Background: an optimization exercise with open tools, aiming at small area. Do not read the settings as production practice. The RTL was checked by simulation tests, not by an equivalence proof against the original design. Power figures rest on the tool's default switching activity, not on a simulated workload.

## before
## labibus_core
module labibus_core (
    input  wire         clk,
    input  wire         rst,
    input  wire         host_valid,
    output wire         host_ready,
    input  wire [1:0]   host_op,
    input  wire [7:0]   host_id,
    input  wire [15:0]  host_poll,
    input  wire [127:0] host_desc,
    input  wire [4:0]   host_desc_len,
    input  wire [63:0]  host_unit,
    input  wire [3:0]   host_unit_len,
    input  wire [31:0]  host_value,
    input  wire         rx_valid,
    input  wire [7:0]   rx_data,
    output wire         rx_ready,
    input  wire         turn_elapsed,
    input  wire         settle_elapsed,
    output wire         tx_valid,
    output reg  [7:0]   tx_data,
    input  wire         tx_ready,
    output wire         txc_clr,
    input  wire         txc,
    output reg          de,
    output reg          de_oe,
    output reg          uart_cfg_valid
);
Size in the first run: about 2100 flip-flops, ~290 I/O pins.
make LEC_CHECK=0 CAP_MARGIN=20 CORE_MARGIN=2 CORE_UTILIZATION=40 PLACE_DENSITY=0.6 SLEW_MARGIN=20 finish   # period 20.0 ns
run.sh (not shown) runs the stock make flow with config.mk's settings and CLKGATE_MAP_FILE= SYNTH_SCRIPT=/design/flow/synth_recipe.tcl, a recipe that flattens the netlist after the stock synthesis.
Inputs modified between before and after:
- putting CTS_BUF_LIST at sky130_fd_sc_hd__clkbuf_4 sky130_fd_sc_hd__clkbuf_8 where nothing was set
- swapping 40 for 55 in CORE_UTILIZATION
- putting CTS_CLUSTER_SIZE at 20 where nothing was set
- putting CTS_CLUSTER_DIAMETER at 50 where nothing was set
- swapping 0.6 for 0.7 in PLACE_DENSITY
## What came out
- To summarise after: no stage aborted, but the layout did not pass its checks, failing on antenna violations.
- [compare] base=before new=after: full die area decreased by 27% relative to the old numbers; number of standard cells in the final layout excluding fillers lost 11%; worst-case hold slack increased 0.0076 ns.


== run 1 ==
Another version of the RTL of labibus_core (not shown whole).
Size: about 3500 cells after synthesis, ~2100 flip-flops.
export LEC_CHECK = 0
export CAP_MARGIN = 20
export CORE_MARGIN = 2
export CORE_UTILIZATION = 45
export PLACE_DENSITY = 0.65
export SLEW_MARGIN = 20
create_clock -name core_clock -period 20.0 [get_ports {clk}]
standard.sh (not shown) runs the stock make flow with config.mk's settings and CLKGATE_MAP_FILE= SYNTH_SCRIPT=/design/flow/synth_recipe.tcl, a recipe that flattens the netlist after the stock synthesis.
==> flow/flow/run.sh <==
#!/bin/bash
set -euo pipefail
export BUFFER_PORTS_ARGS="-buffer_cell sky130_fd_sc_hd__buf_1"
export CTS_ARGS="-sink_clustering_enable -repair_clock_nets -dont_use_dummy_load -sink_clustering_size 20 -sink_clustering_max_diameter 45 -buf_list {sky130_fd_sc_hd__clkbuf_8}"
bash standard.sh > standard_flow.log 2>&1
For run 2, these inputs were changed with respect to run 1:
==> flow/flow/run.sh <==
#!/bin/bash
set -euo pipefail
export BUFFER_PORTS_ARGS="-buffer_cell sky130_fd_sc_hd__buf_1"
export CTS_ARGS="-sink_clustering_enable -repair_clock_nets -dont_use_dummy_load -sink_clustering_size 11 -sink_clustering_max_diameter 40 -buf_list {sky130_fd_sc_hd__clkbuf_4}"
bash standard.sh > standard_flow.log 2>&1
==> results.txt <==
Run 2 did not stop at any stage, and its layout met the timing, DRC and antenna checks.
Max clock network area share across run 1 and run 2: run 1
In the reports for run 1 and run 2, the smaller part of the power in registers belongs to run 1.
Synthesized-area fraction occupied by xor and xnor cells came out exactly the same in run 1 and run 2.
Run 2 vs run 1: clock-buffer cell count up
Status: global router's overall resource usage parity (run 2, run 1)
Vias: run 2 more than run 1
Delta (run 2 minus run 1): detailed-route wire length per cell dropped 1.2%; total power draw dropped 2.5%; setup slack after layout dropped 0.044 ns.


job 101:
Another version of the RTL of labibus_core (not shown whole).
Size in the first run: ~3,400 cells after synthesis, about 2,100 flip-flops, roughly 52,000 um2 of cells after synthesis.
==> flow/config.mk <==
export PLATFORM = sky130hd
export DESIGN_NAME = labibus_core
export DESIGN_NICKNAME = labibus_core
export VERILOG_FILES = /design/flow/design.v
export SDC_FILE = /design/flow/constraint.sdc
export NUM_CORES = 4
export LEC_CHECK = 0
export CAP_MARGIN = 20
export CORE_MARGIN = 2
export CORE_UTILIZATION = 60
export PLACE_DENSITY = 0.75
export SLEW_MARGIN = 20
==> flow/constraint.sdc <==
create_clock -name core_clock -period 20.0 [get_ports {clk}]
set_input_delay 4.0000 -clock core_clock [delete_from_list [all_inputs] [get_ports {clk}]]
set_output_delay 4.0000 -clock core_clock [all_outputs]
set_load 0.01 [all_outputs]
==> flow/flow/run.sh <==
#!/bin/bash
# Standard layout, with two changes: the port buffers are the smallest
# buffer cell, and clock tree synthesis inserts no dummy loads.
set -euo pipefail
export BUFFER_PORTS_ARGS="-buffer_cell sky130_fd_sc_hd__buf_1"
export CTS_ARGS="-sink_clustering_enable -repair_clock_nets -dont_use_dummy_load -sink_clustering_size 24 -sink_clustering_max_diameter 30 -buf_list {sky130_fd_sc_hd__clkbuf_8}"
bash standard.sh > standard_flow.log 2>&1
Job 101 finished every step from synthesis to the final layout, and the layout passed the timing, DRC and antenna checks.
diff inputs: job 101 => job 102
==> flow/run.sh (new file) <==
#!/bin/bash
# synth_recipe.tcl (not shown) runs the flow's synth.tcl, then flattens the netlist and writes it again
# the make line also repeats each setting of config.mk as NAME=value (left out here)
make -C /OpenROAD-flow-scripts/flow DESIGN_CONFIG=/design/flow/config.mk WORK_HOME=/design/flow/orfs CLKGATE_MAP_FILE= SYNTH_SCRIPT=/design/flow/synth_recipe.tcl finish
--- a/flow/config.mk
+++ b/flow/config.mk
@@ -10,2 +10,5 @@
-export CORE_UTILIZATION = 60
-export PLACE_DENSITY = 0.75
+export CORE_UTILIZATION = 45
+export CTS_BUF_LIST = sky130_fd_sc_hd__clkbuf_4 sky130_fd_sc_hd__clkbuf_8
+export CTS_CLUSTER_DIAMETER = 50
+export CTS_CLUSTER_SIZE = 20
+export PLACE_DENSITY = 0.65
removed: flow/flow/run.sh
removed: flow/standard.sh
Findings:
- Of the two candidates, job 101 has the better final critical-path setup slack and job 102 the worse one.
- Job 102 against job 101: power dissipated in the clock network dropped 9.5%; area of combinational cells with multiple inputs barely changed.
- On via count, the higher figure sits with job 101, not job 102.
- Summary of job 102 over job 101: total power draw down 2.3%; global-route usage down 5.5 points; clock power share down 2.2 points; portion of total power attributed to combinational logic up 0.6 points; half-perimeter wire length after placement up 1.6 mm.
- Job 102 vs job 101: first-pass GRT wire length down by a few percent
- Job 102 vs. job 101: fraction of met3 tracks used by global routing went down by 1.7 points.
Here is what was changed in the inputs of job 103 compared with job 102.
==> flow/flow/run.sh (new file) <==
#!/bin/bash
# Standard layout, with two changes: the port buffers are the smallest
# buffer cell, and clock tree synthesis inserts no dummy loads.
set -euo pipefail
export BUFFER_PORTS_ARGS="-buffer_cell sky130_fd_sc_hd__buf_1"
export CTS_ARGS="-sink_clustering_enable -repair_clock_nets -dont_use_dummy_load -sink_clustering_size 20 -sink_clustering_max_diameter 50 -buf_list {sky130_fd_sc_hd__clkbuf_4 sky130_fd_sc_hd__clkbuf_8}"
bash standard.sh > standard_flow.log 2>&1
==> flow/standard.sh (new file) <==
#!/bin/bash
# synth_recipe.tcl (not shown) runs the flow's synth.tcl, then flattens the netlist and writes it again
# the make line also repeats each setting of config.mk as NAME=value (left out here)
make -C /OpenROAD-flow-scripts/flow DESIGN_CONFIG=/design/flow/config.mk WORK_HOME=/design/flow/orfs CLKGATE_MAP_FILE= SYNTH_SCRIPT=/design/flow/synth_recipe.tcl "${@:-finish}"
removed: flow/run.sh
Findings:
Diff job 102 -> job 103: summed area of non-filler cells in the final layout now sits lower, sequential share of layout area picked up an extra 3.2 points, setup slack climbed 790 ps, maximum number of pins on one net before global-route repair moved up, cell area power density now sits at about the same level.
Note that the maximum resistive drop on vdd recorded for job 102 amounts to 0.880 times the value seen in job 103.
Compared job 103 against job 102; first-pass GRT wire length within noise.
The total routing usage reported by global routing of job 103 and that of job 102 are within noise of each other.
Job 103 vs. job 102: final critical delay including setup and external delays decreased 790 ps, number of I/O pins essentially unchanged, CTS clock-pin slew for the worst setup and hold paths essentially unchanged.


Another version of the RTL of labibus_core (not shown whole).
Size: roughly 3300 cells after synthesis, ~2100 flip-flops.
// labibus_core
module labibus_core (
    input  wire         clk,
    input  wire         rst,
    input  wire         host_valid,
    output wire         host_ready,
    input  wire [1:0]   host_op,
    input  wire [7:0]   host_id,
    input  wire [15:0]  host_poll,
    input  wire [127:0] host_desc,
    input  wire [4:0]   host_desc_len,
    input  wire [63:0]  host_unit,
    input  wire [3:0]   host_unit_len,
    input  wire [31:0]  host_value,
    input  wire         rx_valid,
    input  wire [7:0]   rx_data,
    output wire         rx_ready,
    input  wire         turn_elapsed,
    input  wire         settle_elapsed,
    output wire         tx_valid,
    output reg  [7:0]   tx_data,
    input  wire         tx_ready,
    output wire         txc_clr,
    input  wire         txc,
    output reg          de,
    output reg          de_oe,
    output reg          uart_cfg_valid
);
    localparam [1:0] OP_CONFIGURE = 2'b01, OP_SET_VALUE = 2'b10;
    localparam [4:0] S_IDLE  = 5'd0,     
                     S_HW    = 5'd1,     
                     S_HC    = 5'd2,     
                     S_HL    = 5'd3,     
                     S_HA    = 5'd4,     
                     S_EW    = 5'd5,     
  ...
export LEC_CHECK = 0
export CAP_MARGIN = 20
export CORE_MARGIN = 2
export CORE_UTILIZATION = 45
export CTS_BUF_LIST = sky130_fd_sc_hd__clkbuf_4 sky130_fd_sc_hd__clkbuf_8
export CTS_CLUSTER_DIAMETER = 50
export CTS_CLUSTER_SIZE = 20
export PLACE_DENSITY = 0.65
export SLEW_MARGIN = 20
create_clock -name core_clock -period 20.0 [get_ports {clk}]
==> flow/flow/run.sh <==
#!/bin/bash
# Standard layout, with two changes: the port buffers are the smallest
# buffer cell, and clock tree synthesis inserts no dummy loads.
set -euo pipefail
export BUFFER_PORTS_ARGS="-buffer_cell sky130_fd_sc_hd__buf_1"
export CTS_ARGS="-sink_clustering_enable -repair_clock_nets -dont_use_dummy_load -sink_clustering_size 21 -sink_clustering_max_diameter 45 -buf_list {sky130_fd_sc_hd__clkbuf_8}"
bash standard.sh > standard_flow.log 2>&1
The baseline passed the timing, DRC and antenna checks.
==> next run, changes <==
==> flow/flow/run.sh (replaced) <==
#!/bin/bash
# Standard layout, with two changes: the port buffers are the smallest
# buffer cell, and clock tree synthesis inserts no dummy loads.
set -euo pipefail
export BUFFER_PORTS_ARGS="-buffer_cell sky130_fd_sc_hd__buf_1"
export CTS_ARGS="-sink_clustering_enable -repair_clock_nets -dont_use_dummy_load -sink_clustering_size 12 -sink_clustering_max_diameter 40 -buf_list {sky130_fd_sc_hd__clkbuf_4}"
bash standard.sh > standard_flow.log 2>&1
Routed wire length climbs by 0.31%; design area drops by 0.67%; setup slack got worse by 0.010 ns; global-route usage climbs by 0.12 points; clock skew climbs by 0.030 ns; die area stays the same; worst hold slack got worse by 0.044 ns; via count climbs by 1.9%; synthesized area stays the same; sequential power barely changes.
==> next run, changes <==
==> flow/flow/run.sh (replaced) <==
#!/bin/bash
# Standard layout, with two changes: the port buffers are the smallest
# buffer cell, and clock tree synthesis inserts no dummy loads.
set -euo pipefail
export BUFFER_PORTS_ARGS="-buffer_cell sky130_fd_sc_hd__buf_1"
export CTS_ARGS="-sink_clustering_enable -repair_clock_nets -dont_use_dummy_load -sink_clustering_size 21 -sink_clustering_max_diameter 45 -buf_list {sky130_fd_sc_hd__clkbuf_8}"
bash standard.sh > standard_flow.log 2>&1
==> flow/config.mk (replaced) <==
export PLATFORM = sky130hd
export DESIGN_NAME = labibus_core
export DESIGN_NICKNAME = labibus_core
export VERILOG_FILES = /design/flow/design.v
export SDC_FILE = /design/flow/constraint.sdc
export NUM_CORES = 4
export LEC_CHECK = 0
export CAP_MARGIN = 20
export CORE_MARGIN = 2
export CORE_UTILIZATION = 60
export PLACE_DENSITY = 0.75
export SLEW_MARGIN = 20
Outcome: Setup slack is worse by 0.052 ns; non-clock buffer count fell by 1; area after synthesis stays the same; clock skew fell by 0.045 ns; register-to-register slack is better by 0.05 ns; hold slack is better by 0.0095 ns; global-route usage rose by 5.2 points; via count fell slightly.
==> next run, changes <==
==> flow/flow/run.sh (replaced) <==
#!/bin/bash
# Standard layout, with two changes: the port buffers are the smallest
# buffer cell, and clock tree synthesis inserts no dummy loads.
set -euo pipefail
export BUFFER_PORTS_ARGS="-buffer_cell sky130_fd_sc_hd__buf_1"
export CTS_ARGS="-sink_clustering_enable -repair_clock_nets -dont_use_dummy_load -sink_clustering_size 32 -sink_clustering_max_diameter 60 -buf_list {sky130_fd_sc_hd__clkbuf_16}"
bash standard.sh > standard_flow.log 2>&1
--- a/flow/config.mk
+++ b/flow/config.mk
@@ -8,5 +8,8 @@
 export CAP_MARGIN = 20
 export CORE_MARGIN = 2
-export CORE_UTILIZATION = 60
-export PLACE_DENSITY = 0.75
+export CORE_UTILIZATION = 45
+export CTS_BUF_LIST = sky130_fd_sc_hd__clkbuf_4 sky130_fd_sc_hd__clkbuf_8
+export CTS_CLUSTER_DIAMETER = 50
+export CTS_CLUSTER_SIZE = 20
+export PLACE_DENSITY = 0.65
 export SLEW_MARGIN = 20
Outcome: Setup slack gains 0.034 ns. Sequential cell count stays the same. Wire length goes down by 1.5%. Non-clock buffer count climbs by 1. Core utilization went down by 16 points. Sequential share of layout area came out lower by 1.5 points. Final cell count rose by 6.9%. Final area grows by 1.9%.

re-timing with driven ports:
How much do the figures lean on ideal ports? The routed layouts below were timed once more, with nothing changed but the port constraints. Step 1, drivers: a clkbuf_16 drives clk and a buf_2 each remaining input, both assumed. Step 2 adds t to the input delays and takes it off the output delays; t is the mean of the earliest and latest rising clock arrival at the registers after step 1. Input paths then give back, and output paths get back, about the clock's delay inside the block. a / b / c = ideal / step 1 / step 2; a / b = the first two.
run | shift t [ns] | setup WS [ns] | slew at the worst register clock pin (ns) | worst data-port slew with drivers (ns)
before | 0.827 | 10.045 / 10.014 / 10.014 | 0.07 / 0.07 | 0.10
after | 0.875 | 10.208 / 10.184 / 10.184 | 0.11 / 0.11 | 0.10
run 1 | 0.839 | 11.056 / 11.034 / 11.034 | 0.11 / 0.11 | 0.12
run 2 | 1.099 | 11.012 / 10.990 / 10.990 | 0.12 / 0.12 | 0.12
job 101 | 0.874 | 11.098 / 11.072 / 11.072 | 0.11 / 0.11 | 0.12
job 102 | 0.858 | 10.335 / 10.291 / 10.291 | 0.11 / 0.11 | 0.11
job 103 | 0.832 | 11.126 / 11.090 / 11.090 | 0.11 / 0.11 | 0.10
the first run of note 4 | 0.824 | 11.106 / 11.083 / 11.083 | 0.12 / 0.12 | 0.10
the second run of note 4 | 1.046 | 11.097 / 11.073 / 11.073 | 0.12 / 0.12 | 0.10
the third run of note 4 | 0.815 | 11.044 / 11.021 / 11.021 | 0.12 / 0.12 | 0.09
the fourth run of note 4 | 0.695 | 11.079 / 11.055 / 11.055 | 0.11 / 0.11 | 0.10
The setup slack of job 102, which loses most, moves by -0.044 ns with the drivers and by -0.044 ns with both steps.
